What follows belongs to an exercise in optimizing a design on an open flow for small area, a short achievable clock period and few clock cycles per item; a production flow would make more cautious choices.
At most, simulation tests tie the RTL to the original design; equivalence was not proved.
No activity file was given, so power comes from the tool's default toggle rates. No driver is modelled on the clock port, so clocking that relies on it looks cheaper here than on a real chip.

Design mesi_engine, start of the top module:
module mesi_engine (
    input  wire        clk,
    input  wire        rst,             
    input  wire        req_valid,
    output wire        req_ready,
    input  wire [1:0]  req_core,
    input  wire        req_write,       
    input  wire [31:0] req_addr,
    output reg         rsp_valid,
    output reg         rsp_hit,
    output reg  [1:0]  rsp_state,       
    output reg         rsp_evict,       
    output reg         rsp_writeback,   
    output reg  [31:0] rsp_victim_addr, 
    output reg         rsp_upgrade,     
    output reg         rsp_provided,    
    output reg  [1:0]  rsp_source,      
    output reg         rsp_snoop_wb,    
    output reg  [1:0]  rsp_inval,       
    output reg  [7:0]  rsp_stall        
);
    localparam TAG_W = 26;
    localparam [1:0] ST_I = 2'b00, ST_S = 2'b01, ST_E = 2'b10, ST_M = 2'b11;
    assign req_ready = 1'b1;
    reg [TAG_W*64-1:0] tag_q;
    reg [2*64-1:0]     state_q;
  ...
Settings: LEC_CHECK=0, CAP_MARGIN=20, CORE_MARGIN=2, CORE_UTILIZATION=60, SLEW_MARGIN=20; clock period 12.0 ns.
standard.sh (not shown) runs the stock make flow with config.mk's settings and CLKGATE_MAP_FILE= SYNTH_SCRIPT=/design/flow/synth_recipe.tcl, a recipe that flattens the netlist after the stock synthesis.
==> flow/flow/run.sh <==
#!/bin/bash
# Standard synthesis, then the standard layout steps with a tighter setup
# target for the resizer's timing repair (the SDC is unchanged) and larger
# clock-tree sink clusters without dummy loads.
set -euo pipefail
bash standard.sh synth > synth.log 2>&1
bash standard.sh SETUP_SLACK_MARGIN=8.5 \
  "CTS_ARGS=-sink_clustering_enable -repair_clock_nets -dont_use_dummy_load -sink_clustering_size 30 -sink_clustering_max_diameter 200" \
  finish > layout.log 2>&1
Testbench counts at the start, summed over its fixed seeds: cycles 32,024, items 32,000.
==> next run, changes <==
--- a/flow/flow/run.sh
+++ b/flow/flow/run.sh
@@ -7,3 +7,3 @@
 bash standard.sh SETUP_SLACK_MARGIN=8.5 \
-  "CTS_ARGS=-sink_clustering_enable -repair_clock_nets -dont_use_dummy_load -sink_clustering_size 30 -sink_clustering_max_diameter 200" \
+  "CTS_ARGS=-sink_clustering_enable -repair_clock_nets -dont_use_dummy_load -sink_clustering_size 30 -sink_clustering_max_diameter 100" \
   finish > layout.log 2>&1
- CORE_UTILIZATION: 60 -> 70
- PLACE_DENSITY: unset -> 0.75
Total power stays flat.
Area after synthesis stays the same.
Count of clock-buffer cells in the layout stays the same.
Die area goes down by 14%.

mesi_engine, a different RTL version from the one above (not shown whole).
For scale: ~4900 cells after synthesis, ~2200 flip-flops, roughly 92 I/O pins.
==> flow/config.mk <==
export PLATFORM = sky130hd
export DESIGN_NAME = mesi_engine
export DESIGN_NICKNAME = mesi_engine
export VERILOG_FILES = /design/flow/design.v
export SDC_FILE = /design/flow/constraint.sdc
export NUM_CORES = 4
export LEC_CHECK = 0
export CAP_MARGIN = 20
export CORE_MARGIN = 2
export CORE_UTILIZATION = 60
export SLEW_MARGIN = 20
==> flow/constraint.sdc <==
create_clock -name core_clock -period 12.0 [get_ports {clk}]
set_input_delay 2.4000 -clock core_clock [delete_from_list [all_inputs] [get_ports {clk}]]
set_output_delay 2.4000 -clock core_clock [all_outputs]
set_load 0.01 [all_outputs]
==> flow/flow/run.sh <==
#!/bin/bash
# Standard synthesis, then the standard layout steps with a tighter setup
# target for the resizer's timing repair (the SDC is unchanged) and larger
# clock-tree sink clusters without dummy loads.
set -euo pipefail
bash standard.sh synth > synth.log 2>&1
bash standard.sh SETUP_SLACK_MARGIN=8.3 \
  "CTS_ARGS=-sink_clustering_enable -repair_clock_nets -dont_use_dummy_load -sink_clustering_size 30 -sink_clustering_max_diameter 80" \
  finish > layout.log 2>&1
The first run produced a clean layout.
Rerun with:
--- a/flow/flow/run.sh
+++ b/flow/flow/run.sh
@@ -5,5 +5,5 @@
 set -euo pipefail
 bash standard.sh synth > synth.log 2>&1
-bash standard.sh SETUP_SLACK_MARGIN=8.3 \
+bash standard.sh SETUP_SLACK_MARGIN=8.15 \
   "CTS_ARGS=-sink_clustering_enable -repair_clock_nets -dont_use_dummy_load -sink_clustering_size 30 -sink_clustering_max_diameter 80" \
   finish > layout.log 2>&1
Effect: The new run completed, yet does not pass: max-capacitance violations, max-slew violations. Maximum frequency is lower by about 8%. Power barely changes. Wire length is lower by about 1.5%. Sequential power is about the same. Count of clock-buffer cells in the layout does not change.
Rerun with:
--- a/flow/flow/run.sh
+++ b/flow/flow/run.sh
@@ -5,5 +5,5 @@
 set -euo pipefail
 bash standard.sh synth > synth.log 2>&1
-bash standard.sh SETUP_SLACK_MARGIN=8.15 \
+bash standard.sh SETUP_SLACK_MARGIN=8.5 \
   "CTS_ARGS=-sink_clustering_enable -repair_clock_nets -dont_use_dummy_load -sink_clustering_size 30 -sink_clustering_max_diameter 80" \
   finish > layout.log 2>&1
This time the run completed without violations.
Power hardly moves.
Synthesized cell count does not change.
Non-clock buffer count came out higher by 23.
Utilization came out higher by 0.57 points.
Function was not checked in any run of this note: the RTL went through the layout flow alone.

Another version of the RTL of mesi_engine (not shown whole).
Size: about 4500 cells after synthesis, roughly 2100 flip-flops, roughly 92 I/O pins, roughly 0.086 sq mm of cells after synthesis.
==> flow/config.mk <==
export PLATFORM = sky130hd
export DESIGN_NAME = mesi_engine
export DESIGN_NICKNAME = mesi_engine
export VERILOG_FILES = /design/flow/design.v
export SDC_FILE = /design/flow/constraint.sdc
export NUM_CORES = 4
export LEC_CHECK = 0
export CAP_MARGIN = 20
export CORE_MARGIN = 2
export CORE_UTILIZATION = 40
export SLEW_MARGIN = 20
==> flow/constraint.sdc <==
create_clock -name core_clock -period 12.0 [get_ports {clk}]
set_input_delay 2.4000 -clock core_clock [delete_from_list [all_inputs] [get_ports {clk}]]
set_output_delay 2.4000 -clock core_clock [all_outputs]
set_load 0.01 [all_outputs]
run.sh (not shown) runs the stock make flow with config.mk's settings and CLKGATE_MAP_FILE= SYNTH_SCRIPT=/design/flow/synth_recipe.tcl, a recipe that flattens the netlist after the stock synthesis.
Stock flow here: none of the scripts above is used.
Testbench counts at the start, summed over its fixed seeds: cycles 32,024, items 32,000.
Rerun with:
==> flow/flow/run.sh (new file) <==
#!/bin/bash
# Standard synthesis, then the standard layout steps with a tighter setup
# target for the resizer's timing repair (the SDC is unchanged).
set -euo pipefail
bash standard.sh synth > synth.log 2>&1
bash standard.sh SETUP_SLACK_MARGIN=7.5 finish > layout.log 2>&1
==> flow/standard.sh (new file) <==
#!/bin/bash
# synth_recipe.tcl (not shown) runs the flow's synth.tcl, then flattens the netlist and writes it again
# the make line also repeats each setting of config.mk as NAME=value (left out here)
make -C /OpenROAD-flow-scripts/flow DESIGN_CONFIG=/design/flow/config.mk WORK_HOME=/design/flow/orfs CLKGATE_MAP_FILE= SYNTH_SCRIPT=/design/flow/synth_recipe.tcl "${@:-finish}"
removed: flow/run.sh
What happened: The changed run ran to the end with no violations. Power climbs by 0.66%. Worst setup slack gets better by 2.3 ns. Register-to-register slack improves by 2.3 ns. Sequential share of layout area came out lower by 2.2 points. Cell area climbs by 3.6%. Clock-buffer cell count stays the same. Non-clock buffer count rose by 181. Routed wire length increases by 6.1%.
Rerun with:
--- a/flow/flow/run.sh
+++ b/flow/flow/run.sh
@@ -6 +6 @@
-bash standard.sh SETUP_SLACK_MARGIN=7.5 finish > layout.log 2>&1
+bash standard.sh SETUP_SLACK_MARGIN=8.5 finish > layout.log 2>&1
What happened: Worst setup slack improved by 0.35 ns. Combinational power came out higher by 35%. Cell area came out higher by about 9%. Count of clock-buffer cells in the layout came out lower by 21.

Setup of north:
mesi_engine, a different RTL version from the one above (not shown whole).
Size in the first run: ~4900 cells after synthesis, roughly 2200 flip-flops, ~92 I/O pins, ~88000 µm² of cells after synthesis.
Settings: LEC_CHECK=0, CAP_MARGIN=20, CORE_MARGIN=2, CORE_UTILIZATION=40, SLEW_MARGIN=20; clock period 12.0 ns.
standard.sh (not shown) runs the stock make flow with config.mk's settings and CLKGATE_MAP_FILE= SYNTH_SCRIPT=/design/flow/synth_recipe.tcl, a recipe that flattens the netlist after the stock synthesis.
==> flow/flow/run.sh <==
#!/bin/bash
# Standard synthesis, then the standard layout steps with a tighter setup
# target for the resizer's timing repair (the SDC is unchanged).
set -euo pipefail
bash standard.sh synth > synth.log 2>&1
bash standard.sh SETUP_SLACK_MARGIN=8.5 finish > layout.log 2>&1
Looking at the reports, north completed the entire flow and the layout it produced met the timing, DRC and antenna checks.
Testbench counts of north, summed over its fixed seeds: cycles 32,024, items 32,000.
Here is what was changed in the inputs of south compared with north.
==> flow/flow/run.sh <==
#!/bin/bash
# Standard synthesis, then the standard layout steps with a tighter setup
# target for the resizer's timing repair (the SDC is unchanged) and larger
# clock-tree sink clusters without dummy loads.
set -euo pipefail
bash standard.sh synth > synth.log 2>&1
bash standard.sh SETUP_SLACK_MARGIN=8.5 \
  "CTS_ARGS=-sink_clustering_enable -repair_clock_nets -dont_use_dummy_load -sink_clustering_size 30 -sink_clustering_max_diameter 80" \
  finish > layout.log 2>&1
--- a/flow/config.mk
+++ b/flow/config.mk
@@ -8,4 +8,4 @@
 export CAP_MARGIN = 20
 export CORE_MARGIN = 2
-export CORE_UTILIZATION = 40
+export CORE_UTILIZATION = 60
 export SLEW_MARGIN = 20
## What came out
- The lower post-route total power of north and south is in south.
- Setup slack ends up lower on north.
- [south] global-route usage rose 12 points relative to north
- ~same count of input and output buffers in north and south
- When the final numbers for north and south were put side by side, the relative area of clock buffers and inverters in the final design turned out to be greater in north.
- NOTE: core utilization in south exceeds that of north

== v6 ==
mesi_engine, a different RTL version from the one above (not shown whole).
Size in the first run: ~2,200 flip-flops.
clock: 12.0 ns
lec_check: 0
cap_margin: 20
core_margin: 2
core_utilization: 40
slew_margin: 20
==> flow/flow/run.sh <==
#!/bin/bash
# Standard synthesis, then the standard layout steps with a tighter setup
# target for the resizer's timing repair (the SDC is unchanged) and a
# clock tree without dummy loads.
set -euo pipefail
bash standard.sh synth > synth.log 2>&1
bash standard.sh SETUP_SLACK_MARGIN=8.5 \
  "CTS_ARGS=-sink_clustering_enable -repair_clock_nets -dont_use_dummy_load" \
  finish > layout.log 2>&1
v6: PASS, flow complete, no timing, DRC or antenna violations
#### Input delta (v7 over v6)
==> flow/flow/run.sh <==
#!/bin/bash
# Standard synthesis, then the standard layout steps with a tighter setup
# target for the resizer's timing repair (the SDC is unchanged).
set -euo pipefail
bash standard.sh synth > synth.log 2>&1
bash standard.sh SETUP_SLACK_MARGIN=8.5 finish > layout.log 2>&1
==> comparison <==
Looking only at final hold slack, and setting everything else aside, the lower value of v7 and v6 goes to v6.
Compared with v6, in v7 total power climbed 1.2 mW; final area climbed 1.7%; post-route antenna net violation count barely changed.
Compared v7 against v6; wire length within noise.
No run of this note included a check of the RTL's function; only the layout flow was run.

re-timing with driven ports:
No port has a modelled driver above. Below, the same layouts with a new extraction and two added sets of constraints.
Step 1, drivers: a clkbuf_16 drives clk and a buf_2 each remaining input, both assumed.
Step 2, shift: input delay + t, output delay - t, t = (earliest + latest rising clock arrival at the registers) / 2. This alone moves slack from input paths to output paths.
Slacks: ideal ports / drivers / drivers and shift; pairs: ideal ports / drivers.
run | t, ns | setup slack, ns | clock arrival spread, ns | worst register clock-pin slew, ns | cell pins on the clock port's net
the first run of note 1 | 0.810 | 8.366 / 8.279 / 7.769 | 0.072 / 0.072 | 0.12 / 0.12 | 1
the second run of note 1 | 0.803 | 8.367 / 8.284 / 7.700 | 0.070 / 0.070 | 0.12 / 0.12 | 1
the first run of note 2 | 0.799 | 8.225 / 8.225 / 7.768 | 0.129 / 0.128 | 0.12 / 0.12 | 1
the second run of note 2 | 0.805 | 7.896 / 7.896 / 7.764 | 0.133 / 0.133 | 0.12 / 0.12 | 1
the third run of note 2 | 0.809 | 8.316 / 8.232 / 7.914 | 0.134 / 0.135 | 0.12 / 0.12 | 1
the first run of note 3 | 0.890 | 5.204 / 5.204 / 5.204 | 0.051 / 0.050 | 0.07 / 0.07 | 1
the second run of note 3 | 0.893 | 7.510 / 7.510 / 7.103 | 0.058 / 0.058 | 0.07 / 0.07 | 1
the third run of note 3 | 0.933 | 7.857 / 7.857 / 7.434 | 0.099 / 0.099 | 0.08 / 0.08 | 1
north | 0.949 | 8.074 / 7.986 / 7.732 | 0.086 / 0.086 | 0.07 / 0.07 | 1
south | 0.806 | 8.297 / 8.209 / 7.876 | 0.116 / 0.116 | 0.12 / 0.12 | 1
v6 | 0.915 | 8.088 / 8.088 / 7.856 | 0.146 / 0.146 | 0.07 / 0.07 | 1
v7 | 0.927 | 8.133 / 8.133 / 7.862 | 0.090 / 0.090 | 0.07 / 0.07 | 1
The setup slack of the second run of note 1, which loses most, moves by -0.083 ns with the drivers and by -0.667 ns with both steps.
